From an optimization exercise on the open Yosys and OpenROAD flow, aimed at small area; shortcuts taken in it are not production practice.
In this exercise RTL edits were held to simulation tests only and were not proved equivalent to the original.
No driver is modelled on the clock port, so clock power and skew are understated where the tree is cut down; a real chip needs a root buffer or a tree.
Power figures rest on the tool's default switching activity, not on a simulated workload.

==> trial 86: inputs <==
==> flow/design.v <==
module wm_classify (
    input  wire [7:0] in_bus,
    output wire       valid,
    output wire       ext
);
    assign valid = ~(in_bus[1] & in_bus[0]);
    assign ext   = in_bus[2];
endmodule
module wm_pattern (
    input  wire       active,   
    input  wire       x,        
    input  wire [6:0] e,        
    output wire [3:0] led,
    output wire [7:0] duty
);
    wire wash  = ~e[6] & ~e[5];
    wire rinse = (~e[6] & e[5]) | (e[6] & ~e[5] & x);
    wire spin  = ~wash & ~rinse;
    wire       rev  = rinse | (spin & e[3]);
    wire [1:0] p    = e[2:1] ^ {2{rev}};
    wire       fill = wash | (rinse & ~e[3]) | (spin & ~e[0]);
    assign led[0] = active & (e[4] ? fill : (p == 2'd0));
    assign led[1] = active & (e[4] ? fill : (p == 2'd1));
    assign led[2] = active & (e[4] ? fill : (p == 2'd2));
    assign led[3] = active & (e[4] ? fill : (p == 2'd3));
    wire w = active & wash, r = active & rinse, s = active & spin;
    assign duty = {~s, ~r & ~s, ~r & ~s, ~w & ~r, ~w & ~r, ~r & ~s, ~r, ~active};
endmodule
module wm_display (
    input  wire [2:0] code,
    output reg  [6:0] seg
);
    always @* begin
        case (code)
            3'd0: seg = 7'h00;   
            3'd1: seg = 7'h3F;   
            3'd3: seg = 7'h06;   
            3'd4: seg = 7'h5B;   
            3'd6: seg = 7'h79;   
            3'd7: seg = 7'h54;   
            3'd5: seg = 7'h7F;   
            default: seg = 7'bxxxxxxx;
        endcase
    end
endmodule
module wm_cycle_timer (
    input  wire       clk,
    input  wire       rst,
    input  wire [7:0] in_bus,
    input  wire       ev_start,
    input  wire       ev_reset,
    input  wire       ev_tick,
    input  wire       ev_refresh,
    output wire [3:0] led,
    output wire [7:0] duty,
    output wire [7:0] disp
);
    localparam [2:0] G_BLANK = 3'd0, G_0 = 3'd1, G_1 = 3'd3, G_2 = 3'd4, G_E = 3'd6, G_N = 3'd7, G_DONE = 3'd5;
    wire valid, ext;
    wm_classify u_classify (.in_bus(in_bus), .valid(valid), .ext(ext));
    reg [6:0] e;           
    reg       tick_en;     
    reg       x;           
    reg       pend;        
    reg       reset_pend;
    reg       refresh_flag;
    reg [2:0] fg_latch;    
    reg [2:0] disp_code;
    reg       digit;
    wire finished = ~tick_en & x;
    wire h_start = ~reset_pend & ~tick_en & pend & valid;
    wire h_tick  = ~reset_pend &  tick_en & pend & valid;
    wire last    = ext ? (e == 7'd127) : (e >= 7'd95);
    wire done    = h_tick & last;
    wire tick_en_n = ~reset_pend & (h_start | (tick_en & ~done));
    always @(posedge clk) begin
        if (!tick_en)
            e <= 7'd0;
        else if (h_tick)
            e <= e + 7'd1;
    end
    always @(posedge clk) begin
        reset_pend <= ev_reset;
    end
    always @(posedge clk) begin
        if (rst) begin
            tick_en  <= 1'b0;
            x        <= 1'b0;
            pend     <= 1'b0;
        end else begin
            tick_en  <= tick_en_n;
            if (reset_pend)
                x <= x & ~tick_en;      
            else if (h_tick)
                x <= last | ext;        
            pend <= tick_en_n ? ev_tick : ev_start;
        end
    end
    wire fg_write = (fg_latch != G_BLANK);
    reg  [2:0] sample;
    always @* begin
        if (finished)
            sample = G_DONE;
        else if (digit)
            sample = ext ? G_E : G_N;
        else case (in_bus[1:0])
            2'd0: sample = G_0;
            2'd1: sample = G_1;
            2'd2: sample = G_2;
            default: sample = G_E;
        endcase
    end
    always @(posedge clk) begin
        if (rst) begin
            refresh_flag <= 1'b0;
            fg_latch     <= G_BLANK;
            disp_code    <= G_BLANK;
            digit        <= 1'b0;
        end else begin
            refresh_flag <= ev_refresh | (refresh_flag & fg_write);
            fg_latch     <= (refresh_flag & ~fg_write) ? sample : G_BLANK;
            if (fg_write) begin
                disp_code <= fg_latch;
                digit     <= ~digit;
            end
        end
    end
    wire [6:0] seg;
    wm_display u_display (.code(disp_code), .seg(seg));
    assign disp = {~digit & (disp_code != G_BLANK), seg};
    wm_pattern u_pattern (.active(tick_en), .x(x), .e(e), .led(led), .duty(duty));
endmodule
==> flow/flow/run.sh <==
#!/bin/bash
# Layout flow: the standard synthesis, its gates re-mapped for area (flops
# untouched), then the standard ORFS layout with single-strength port
# buffers and a clock tree without dummy loads.
set -euo pipefail
RES=orfs/results/${FLOW_PLATFORM}/wm_cycle_timer/base
STD_VARS=(
  "BUFFER_PORTS_ARGS=-buffer_cell sky130_fd_sc_hd__buf_1"
  "CTS_ARGS=-sink_clustering_enable -repair_clock_nets -dont_use_dummy_load -sink_clustering_size 30 -sink_clustering_max_diameter 200 -buf_list sky130_fd_sc_hd__clkbuf_4 -root_buf sky130_fd_sc_hd__clkbuf_4"
)
bash standard.sh "${STD_VARS[@]}" synth > synth.log 2>&1
cp $RES/1_2_yosys.v std_1_2_yosys.v
mkdir -p remap
(cd remap && bash ../flow/remap.sh ../std_1_2_yosys.v ../remapped.v "$FLOW_TOP") > remap.log 2>&1
cp remapped.v $RES/1_2_yosys.v
rm -f $RES/1_synth.odb
bash standard.sh "${STD_VARS[@]}" finish > layout.log 2>&1
==> flow/flow/abc/a1.abc <==
strash
dc2
dch -f
map -a
topo
==> flow/flow/abc/a2.abc <==
strash
dc2
balance
rewrite
refactor
balance
rewrite
rewrite -z
balance
refactor -z
rewrite -z
balance
dch -f
map -a
strash
dch -f
map -a
topo
==> flow/flow/abc/a3.abc <==
strash
ifraig
dc2
dch -f
map -a
amap
topo
==> flow/flow/abc/a4.abc <==
strash
dch -f
amap
topo
==> flow/flow/abc/a5.abc <==
strash
&get -n
&fraig -x
&put
scorr
dc2
dretime
strash
&get -n
&dch -f
&nf -R 1000
&put
topo
==> flow/flow/abc/a6.abc <==
strash
dc2
balance
rewrite
refactor
balance
rewrite
rewrite -z
balance
refactor -z
rewrite -z
balance
&get -n
&dch -f
&nf -R 1000
&put
topo
==> flow/flow/remap.sh <==
#!/bin/bash
set -uo pipefail
IN=$1; OUT=$2; TOP=$3
HERE=$(cd "$(dirname "$0")" && pwd)
LIB=$FLOW_HOME/platforms/sky130hd/lib/sky130_fd_sc_hd__tt_025C_1v80.lib
DU=$(grep -o 'cell *( *"\?sky130_fd_sc_hd__\(lpflow\|probe\)[a-z0-9_]*' $LIB | grep -o "sky130_fd_sc_hd__[a-z0-9_]*" | sort -u | sed 's/^/-dont_use /' | tr '\n' ' ')
SEQ="sky130_fd_sc_hd__df* sky130_fd_sc_hd__edf* sky130_fd_sc_hd__sdf* sky130_fd_sc_hd__dl* sky130_fd_sc_hd__sedf*"
best=""; bestA=""
for s in $HERE/abc/*.abc; do
  n=$(basename $s .abc)
  cat > remap_$n.ys <<EOT
read_liberty -ignore_miss_func $LIB
blackbox $SEQ
read_verilog $IN
hierarchy -top $TOP
flatten
opt_clean -purge
abc -liberty $LIB $DU -script $s
opt_clean -purge
splitnets
opt_clean -purge
hilomap -singleton -hicell sky130_fd_sc_hd__conb_1 HI -locell sky130_fd_sc_hd__conb_1 LO
opt_clean -purge
tee -o remap_$n.stat stat -liberty $LIB
insbuf -buf sky130_fd_sc_hd__buf_1 A X
opt_clean -purge
rename -hide w:*.* x:* %d
write_verilog -noattr -nohex -nodec remap_$n.v
EOT
  yosys -l remap_$n.log -q remap_$n.ys > /dev/null 2>&1 || continue
  # prove the re-mapped netlist equal to the input, flop by flop
  cat > equiv_$n.ys <<EOT
read_liberty -ignore_miss_func $LIB
read_verilog -overwrite $HERE/seq_models.v
read_verilog $IN
rename $TOP gold
read_verilog remap_$n.v
rename $TOP gate
proc
flatten
rename -hide w:* x:* %d w:*.Q %d
equiv_make gold gate equiv
hierarchy -top equiv
equiv_simple
equiv_induct
equiv_status -assert
EOT
  yosys -l equiv_$n.log -q equiv_$n.ys > /dev/null 2>&1 || { echo "$n: not proven equal"; continue; }
  a=$(awk '/Chip area/{print $NF}' remap_$n.stat | tail -1)
  echo "$n: area $a"
  if [ -z "$bestA" ] || awk "BEGIN{exit !($a < $bestA)}"; then best=$n; bestA=$a; fi
done
if [ -n "$best" ]; then
  echo "using $best ($bestA)"
  cp remap_$best.v $OUT
else
  echo "no re-mapping proven; keeping the input"
  cp $IN $OUT
fi
==> flow/flow/seq_models.v <==
// Behavioural models of the flip-flop cells, for the equivalence check only.
module sky130_fd_sc_hd__dfxtp_1 (input CLK, input D, output reg Q);
    always @(posedge CLK) Q <= D;
endmodule
module sky130_fd_sc_hd__edfxtp_1 (input CLK, input D, input DE, output reg Q);
    always @(posedge CLK) if (DE) Q <= D;
endmodule
==> flow/standard.sh <==
#!/bin/bash
# synth_recipe.tcl (not shown) runs the flow's synth.tcl, then flattens the netlist and writes it again
# the make line also repeats each setting of config.mk as NAME=value (left out here)
make -C /OpenROAD-flow-scripts/flow DESIGN_CONFIG=/design/flow/config.mk WORK_HOME=/design/flow/orfs CLKGATE_MAP_FILE= SYNTH_SCRIPT=/design/flow/synth_recipe.tcl "${@:-finish}"
==> flow/config.mk <==
export PLATFORM = sky130hd
export DESIGN_NAME = wm_cycle_timer
export DESIGN_NICKNAME = wm_cycle_timer
export VERILOG_FILES = /design/flow/design.v
export SDC_FILE = /design/flow/constraint.sdc
export NUM_CORES = 4
export LEC_CHECK = 0
export ABC_AREA = 1
export CAP_MARGIN = 20
export CORE_AREA = 2 2 62 62
export DIE_AREA = 0 0 64 64
export SLEW_MARGIN = 20
==> flow/constraint.sdc <==
create_clock -name core_clock -period 10.0 [get_ports {clk}]
set_input_delay 2.0000 -clock core_clock [delete_from_list [all_inputs] [get_ports {clk}]]
set_output_delay 2.0000 -clock core_clock [all_outputs]
set_load 0.01 [all_outputs]
==> inputs of build 59, as changes to trial 86 <==
--- a/flow/design.v
+++ b/flow/design.v
@@ -16,13 +16,16 @@
     wire wash  = ~e[6] & ~e[5];
     wire rinse = (~e[6] & e[5]) | (e[6] & ~e[5] & x);
     wire spin  = ~wash & ~rinse;
-    wire       rev  = rinse | (spin & e[3]);
-    wire [1:0] p    = e[2:1] ^ {2{rev}};
-    wire       fill = wash | (rinse & ~e[3]) | (spin & ~e[0]);
-    assign led[0] = active & (e[4] ? fill : (p == 2'd0));
-    assign led[1] = active & (e[4] ? fill : (p == 2'd1));
-    assign led[2] = active & (e[4] ? fill : (p == 2'd2));
-    assign led[3] = active & (e[4] ? fill : (p == 2'd3));
+    wire rev  = rinse | (spin & e[3]);
+    wire fill = wash | (rinse & ~e[3]) | (spin & ~e[0]);
+    wire q1   = e[2] ^ rev;
+    wire q0   = e[1] ^ rev;
+    wire on   = active & ~e[4];
+    wire all  = active & e[4] & fill;
+    assign led[0] = all | (on & ~q1 & ~q0);
+    assign led[1] = all | (on & ~q1 &  q0);
+    assign led[2] = all | (on &  q1 & ~q0);
+    assign led[3] = all | (on &  q1 &  q0);
     wire w = active & wash, r = active & rinse, s = active & spin;
     assign duty = {~s, ~r & ~s, ~r & ~s, ~w & ~r, ~w & ~r, ~r & ~s, ~r, ~active};
 endmodule
@@ -55,7 +58,8 @@
     output wire [7:0] duty,
     output wire [7:0] disp
 );
-    localparam [2:0] G_BLANK = 3'd0, G_0 = 3'd1, G_1 = 3'd3, G_2 = 3'd4, G_E = 3'd6, G_N = 3'd7, G_DONE = 3'd5;
+    localparam [2:0] G_BLANK = 3'd0, G_0 = 3'd1, G_1 = 3'd3, G_2 = 3'd4,
+                     G_E = 3'd6, G_N = 3'd7, G_DONE = 3'd5;
     wire valid, ext;
     wm_classify u_classify (.in_bus(in_bus), .valid(valid), .ext(ext));
     reg [6:0] e;           
--- a/flow/flow/run.sh
+++ b/flow/flow/run.sh
@@ -1,12 +1,13 @@
 #!/bin/bash
 # Layout flow: the standard synthesis, its gates re-mapped for area (flops
 # untouched), then the standard ORFS layout with single-strength port
-# buffers and a clock tree without dummy loads.
+# buffers and a clock tree whose root buffer is dropped (fix_clock.tcl).
 set -euo pipefail
 RES=orfs/results/${FLOW_PLATFORM}/wm_cycle_timer/base
 STD_VARS=(
   "BUFFER_PORTS_ARGS=-buffer_cell sky130_fd_sc_hd__buf_1"
   "CTS_ARGS=-sink_clustering_enable -repair_clock_nets -dont_use_dummy_load -sink_clustering_size 30 -sink_clustering_max_diameter 200 -buf_list sky130_fd_sc_hd__clkbuf_4 -root_buf sky130_fd_sc_hd__clkbuf_4"
+  "POST_CTS_TCL=$PWD/flow/fix_clock.tcl"
 )
 bash standard.sh "${STD_VARS[@]}" synth > synth.log 2>&1
 cp $RES/1_2_yosys.v std_1_2_yosys.v
==> flow/flow/abc/a10.abc (new file) <==
strash
dc2
balance
rewrite
refactor
balance
rewrite
rewrite -z
balance
refactor -z
rewrite -z
balance
&get -n
&dch -f
&nf -R 1000 -F 20 -A 20
&put
topo
==> flow/flow/abc/a11.abc (new file) <==
strash
dc2
balance
rewrite
refactor
balance
rewrite
rewrite -z
balance
refactor -z
rewrite -z
balance
&get -n
&dch -f
&nf -R 1000
&put
strash
dc2
&get -n
&dch -f
&nf -R 1000
&put
topo
==> flow/flow/abc/a7.abc (new file) <==
strash
resub -K 6
rewrite
resub -K 6 -N 2
refactor
resub -K 8
balance
resub -K 8 -N 2
rewrite
resub -K 10
rewrite -z
resub -K 10 -N 2
balance
resub -K 12
refactor -z
resub -K 12 -N 2
rewrite -z
balance
&get -n
&dch -f
&nf -R 1000
&put
topo
==> flow/flow/abc/a8.abc (new file) <==
strash
dc2
balance
rewrite
refactor
balance
rewrite
rewrite -z
balance
refactor -z
rewrite -z
balance
dc2
balance
rewrite
refactor
balance
rewrite
rewrite -z
balance
refactor -z
rewrite -z
balance
&get -n
&dch -f
&nf -R 1000
&put
topo
==> flow/flow/abc/a9.abc (new file) <==
strash
dc2
balance
rewrite
refactor
balance
rewrite
rewrite -z
balance
refactor -z
rewrite -z
balance
&get -n
&dch -f
&nf -R 1000 -E 100
&put
topo
==> flow/flow/fix_clock.tcl (new file) <==
# Drop the root of the clock tree: the clock buffer fed by the clock port,
# when it drives only other clock buffers, hands them to the port's net.
# The port then feeds the leaf buffers directly (a few pins).
set block [ord::get_db_block]
foreach inst [$block getInsts] {
  if { ![string match "sky130_fd_sc_hd__clkbuf_*" [[$inst getMaster] getName]] } { continue }
  set in_net ""
  set out_net ""
  foreach it [$inst getITerms] {
    set mt [$it getMTerm]
    if { [$mt getSigType] != "SIGNAL" && [$mt getSigType] != "CLOCK" } { continue }
    if { [$mt getIoType] == "INPUT" } { set in_net [$it getNet] }
    if { [$mt getIoType] == "OUTPUT" } { set out_net [$it getNet] }
  }
  if { $in_net == "" || $out_net == "" } { continue }
  if { [llength [$in_net getBTerms]] == 0 } { continue }
  set only_bufs 1
  set n 0
  foreach it [$out_net getITerms] {
    if { [$it getInst] == $inst } { continue }
    incr n
    if { ![string match "sky130_fd_sc_hd__clkbuf_*" [[[$it getInst] getMaster] getName]] } { set only_bufs 0 }
  }
  if { !$only_bufs || $n > 4 } { continue }
  foreach it [$out_net getITerms] {
    if { [$it getInst] == $inst } { continue }
    $it disconnect
    $it connect $in_net
  }
  puts "removed root clock buffer [$inst getName]"
  odb::dbInst_destroy $inst
  odb::dbNet_destroy $out_net
  break
}
set_propagated_clock [all_clocks]
detailed_placement
estimate_parasitics -placement
report_clock_skew
==> inputs of trial 80, as changes to trial 86 <==
--- a/flow/design.v
+++ b/flow/design.v
@@ -32,13 +32,13 @@
 );
     always @* begin
         case (code)
-            3'd0: seg = 7'h00;   
-            3'd1: seg = 7'h3F;   
-            3'd3: seg = 7'h06;   
-            3'd4: seg = 7'h5B;   
-            3'd6: seg = 7'h79;   
-            3'd7: seg = 7'h54;   
-            3'd5: seg = 7'h7F;   
+            3'd0:    seg = 7'h00;   
+            3'd1:    seg = 7'h3F;   
+            3'd2:    seg = 7'h06;   
+            3'd3:    seg = 7'h5B;   
+            3'd4:    seg = 7'h79;   
+            3'd5:    seg = 7'h54;   
+            3'd6:    seg = 7'h7F;   
             default: seg = 7'bxxxxxxx;
         endcase
     end
@@ -55,7 +55,8 @@
     output wire [7:0] duty,
     output wire [7:0] disp
 );
-    localparam [2:0] G_BLANK = 3'd0, G_0 = 3'd1, G_1 = 3'd3, G_2 = 3'd4, G_E = 3'd6, G_N = 3'd7, G_DONE = 3'd5;
+    localparam [2:0] G_BLANK = 3'd0, G_0 = 3'd1, G_1 = 3'd2, G_2 = 3'd3,
+                     G_E = 3'd4, G_N = 3'd5, G_DONE = 3'd6;
     wire valid, ext;
     wm_classify u_classify (.in_bus(in_bus), .valid(valid), .ext(ext));
     reg [6:0] e;           
--- a/flow/flow/remap.sh
+++ b/flow/flow/remap.sh
@@ -20,11 +20,10 @@
 splitnets
 opt_clean -purge
 hilomap -singleton -hicell sky130_fd_sc_hd__conb_1 HI -locell sky130_fd_sc_hd__conb_1 LO
-opt_clean -purge
-tee -o remap_$n.stat stat -liberty $LIB
 insbuf -buf sky130_fd_sc_hd__buf_1 A X
 opt_clean -purge
 rename -hide w:*.* x:* %d
+tee -o remap_$n.stat stat -liberty $LIB
 write_verilog -noattr -nohex -nodec remap_$n.v
 EOT
   yosys -l remap_$n.log -q remap_$n.ys > /dev/null 2>&1 || continue
==> inputs of trial 78, as changes to trial 86 <==
--- a/flow/design.v
+++ b/flow/design.v
@@ -10,21 +10,27 @@
     input  wire       active,   
     input  wire       x,        
     input  wire [6:0] e,        
-    output wire [3:0] led,
-    output wire [7:0] duty
+    output reg  [3:0] led,
+    output reg  [7:0] duty
 );
-    wire wash  = ~e[6] & ~e[5];
-    wire rinse = (~e[6] & e[5]) | (e[6] & ~e[5] & x);
-    wire spin  = ~wash & ~rinse;
-    wire       rev  = rinse | (spin & e[3]);
-    wire [1:0] p    = e[2:1] ^ {2{rev}};
-    wire       fill = wash | (rinse & ~e[3]) | (spin & ~e[0]);
-    assign led[0] = active & (e[4] ? fill : (p == 2'd0));
-    assign led[1] = active & (e[4] ? fill : (p == 2'd1));
-    assign led[2] = active & (e[4] ? fill : (p == 2'd2));
-    assign led[3] = active & (e[4] ? fill : (p == 2'd3));
-    wire w = active & wash, r = active & rinse, s = active & spin;
-    assign duty = {~s, ~r & ~s, ~r & ~s, ~w & ~r, ~w & ~r, ~r & ~s, ~r, ~active};
+    wire wash  = active & ~e[6] & ~e[5];
+    wire rinse = active & ((~e[6] & e[5]) | (e[6] & ~e[5] & x));
+    wire spin  = active & ~wash & ~rinse;
+    wire [1:0] pos = e[2:1];
+    wire [3:0] fwd = 4'b0001 << pos;
+    wire [3:0] rev = 4'b1000 >> pos;
+    always @* begin
+        if (wash)
+            led = e[4] ? 4'b1111 : fwd;
+        else if (rinse)
+            led = ~e[4] ? rev : (e[3] ? 4'b0000 : 4'b1111);
+        else if (spin)
+            led = ~e[4] ? (e[3] ? rev : fwd) : {4{~e[0]}};
+        else
+            led = 4'b0000;
+        duty = {~spin, ~rinse & ~spin, ~rinse & ~spin, ~wash & ~rinse,
+                ~wash & ~rinse, ~rinse & ~spin, ~rinse, ~active};
+    end
 endmodule
 module wm_display (
     input  wire [2:0] code,
@@ -32,13 +38,13 @@
 );
     always @* begin
         case (code)
-            3'd0: seg = 7'h00;   
-            3'd1: seg = 7'h3F;   
-            3'd3: seg = 7'h06;   
-            3'd4: seg = 7'h5B;   
-            3'd6: seg = 7'h79;   
-            3'd7: seg = 7'h54;   
-            3'd5: seg = 7'h7F;   
+            3'd0:    seg = 7'h00;   
+            3'd1:    seg = 7'h3F;   
+            3'd2:    seg = 7'h06;   
+            3'd3:    seg = 7'h5B;   
+            3'd4:    seg = 7'h79;   
+            3'd5:    seg = 7'h54;   
+            3'd6:    seg = 7'h7F;   
             default: seg = 7'bxxxxxxx;
         endcase
     end
@@ -55,44 +61,47 @@
     output wire [7:0] duty,
     output wire [7:0] disp
 );
-    localparam [2:0] G_BLANK = 3'd0, G_0 = 3'd1, G_1 = 3'd3, G_2 = 3'd4, G_E = 3'd6, G_N = 3'd7, G_DONE = 3'd5;
+    localparam [2:0] G_BLANK = 3'd0, G_0 = 3'd1, G_1 = 3'd2, G_2 = 3'd3,
+                     G_E = 3'd4, G_N = 3'd5, G_DONE = 3'd6;
     wire valid, ext;
     wm_classify u_classify (.in_bus(in_bus), .valid(valid), .ext(ext));
     reg [6:0] e;           
     reg       tick_en;     
     reg       x;           
+    reg       finished;
     reg       pend;        
     reg       reset_pend;
     reg       refresh_flag;
     reg [2:0] fg_latch;    
     reg [2:0] disp_code;
     reg       digit;
-    wire finished = ~tick_en & x;
     wire h_start = ~reset_pend & ~tick_en & pend & valid;
     wire h_tick  = ~reset_pend &  tick_en & pend & valid;
     wire last    = ext ? (e == 7'd127) : (e >= 7'd95);
     wire done    = h_tick & last;
     wire tick_en_n = ~reset_pend & (h_start | (tick_en & ~done));
     always @(posedge clk) begin
-        if (!tick_en)
+        if (rst | reset_pend | done)
             e <= 7'd0;
         else if (h_tick)
             e <= e + 7'd1;
     end
     always @(posedge clk) begin
+        if (h_tick)
+            x <= ext;
         reset_pend <= ev_reset;
     end
     always @(posedge clk) begin
         if (rst) begin
             tick_en  <= 1'b0;
-            x        <= 1'b0;
+            finished <= 1'b0;
             pend     <= 1'b0;
         end else begin
             tick_en  <= tick_en_n;
-            if (reset_pend)
-                x <= x & ~tick_en;      
-            else if (h_tick)
-                x <= last | ext;        
+            if (done)
+                finished <= 1'b1;
+            else if (h_start)
+                finished <= 1'b0;
             pend <= tick_en_n ? ev_tick : ev_start;
         end
     end
==> flow/flow/abc/a1.abc (replaced) <==
strash
 dc2
 dch -f
 map -a
 topo
==> flow/flow/abc/a2.abc (replaced) <==
strash
 dc2
 balance
 rewrite
 refactor
 balance
 rewrite
 rewrite -z
 balance
 refactor -z
 rewrite -z
 balance
 dch -f
 map -a
 strash
 dch -f
 map -a
 topo
==> flow/flow/abc/a3.abc (replaced) <==
strash
 ifraig
 dc2
 dch -f
 map -a
 amap
 topo
==> flow/flow/abc/a4.abc (replaced) <==
strash
 dch -f
 amap
 topo
==> flow/flow/abc/a5.abc (replaced) <==
strash
 &get -n
 &fraig -x
 &put
 scorr
 dc2
 dretime
 strash
 &get -n
 &dch -f
 &nf -R 1000
 &put
 topo
--- a/flow/flow/remap.sh
+++ b/flow/flow/remap.sh
@@ -20,11 +20,9 @@
 splitnets
 opt_clean -purge
 hilomap -singleton -hicell sky130_fd_sc_hd__conb_1 HI -locell sky130_fd_sc_hd__conb_1 LO
+insbuf -buf sky130_fd_sc_hd__buf_1 A X
 opt_clean -purge
 tee -o remap_$n.stat stat -liberty $LIB
-insbuf -buf sky130_fd_sc_hd__buf_1 A X
-opt_clean -purge
-rename -hide w:*.* x:* %d
 write_verilog -noattr -nohex -nodec remap_$n.v
 EOT
   yosys -l remap_$n.log -q remap_$n.ys > /dev/null 2>&1 || continue
--- a/flow/config.mk
+++ b/flow/config.mk
@@ -7,6 +7,6 @@
 export LEC_CHECK = 0
 export ABC_AREA = 1
 export CAP_MARGIN = 20
-export CORE_AREA = 2 2 62 62
-export DIE_AREA = 0 0 64 64
+export CORE_MARGIN = 2
+export CORE_UTILIZATION = 40
 export SLEW_MARGIN = 20
removed: flow/flow/abc/a6.abc
==> impl_metrics.ini <==
[clock_network]
cts_tree = yes
worstSkewPairLatency_ps = 300
numCtsBuffers = 3
cts_buffer_depth = 2

[layout]
clkCellAreaFrac = 0.02016
multi_input_area_share = 0.4099

[outcome]
outcome = no timing/DRC/antenna violations

[placement]
hpwl_um = 1651

[setup_path]
r2r-start = tick_en

[power_and_ir_drop]
leakage_nw = 0.3935
pwr-share-seq = 0.618

[hold_path]
hold_depth = 2

[routing]
wl_met1_um = 1077

[die]
nWellTaps = 28
core_mm2 = 0.002255
Source of the figures above: trial 78

==> impl_metrics.ini <==
[outcome]
outcome = no timing/DRC/antenna violations

[clock_network]
cts_tree = yes
numCtsBuffers = 3
worstSkewPairLatency_ps = 310
cts_buffer_depth = 2

[die]
nWellTaps = 46
core_mm2 = 0.003390

[hold_path]
hold_depth = 1

[placement]
hpwl_um = 1458

[setup_path]
r2r-start = tick_en

[routing]
wl_met1_um = 946
drt_wl_total_um = 1871

[layout]
multi_input_area_share = 0.4104
Source of the figures above: trial 80

==> impl_metrics.ini <==
[outcome]
outcome = no timing/DRC/antenna violations

[power_and_ir_drop]
leakage_nw = 0.3504
pwr-share-seq = 0.654

[layout]
clkCellAreaFrac = 0.01500
multi_input_area_share = 0.4200
largestClassByArea = multi-input combinational cells
nMultiInputCombCells = 77
buf_share = 0.1050
postLayoutCoreUtil = 0.2953

[routing]
wl_met1_um = 785

[die]
nWellTaps = 46
core_mm2 = 0.003390
io_pins = 34

[setup_path]
r2r-start = e[0]

[placement]
hpwl_um = 1455

[clock_network]
worstSkewPairLatency_ps = 160

[hold_path]
hold_depth = 2
Source of the figures above: build 59

==> impl_metrics.ini <==
[power_and_ir_drop]
pwr-share-seq = 0.622
leakage_nw = 0.3543

[die]
core_mm2 = 0.003390
nWellTaps = 46

[clock_network]
cts_tree = yes
numCtsBuffers = 3
worstSkewPairLatency_ps = 290

[setup_path]
r2r-start = e[1]

[outcome]
outcome = no timing/DRC/antenna violations

[layout]
clkCellAreaFrac = 0.02214

[hold_path]
hold_depth = 2

[routing]
wl_met1_um = 834
Source of the figures above: trial 86

port drivers added, routing unchanged:
In the flow no input, the clock included, has a driving cell. The finished layouts below were timed again as built, in two steps.
Step 1 sets driving cells, clkbuf_16 on the clock port and buf_2 on the other inputs (assumed; they add their load-dependent delay and slew).
Step 2 times the ports against the registers' clock, not the clock port: input delays grow and output delays shrink by t, the midpoint of the rising clock arrivals with the driver on.
Slacks: no drivers / after step 1 / after step 2; pairs: no drivers / after step 1.
| run | t (ns) | setup WS [ns] | clock arrival spread, ns |
|---|---|---|---|
| trial 86 | 0.305 | 5.735 / 5.717 / 6.022 | 0.010 / 0.011 |
| build 59 | 0.184 | 5.795 / 5.769 / 5.954 | 0.005 / 0.005 |
| trial 80 | 0.320 | 5.779 / 5.757 / 6.077 | 0.015 / 0.014 |
| trial 78 | 0.312 | 5.980 / 5.959 / 6.272 | 0.009 / 0.009 |
After both steps setup and hold are still met in every run listed.
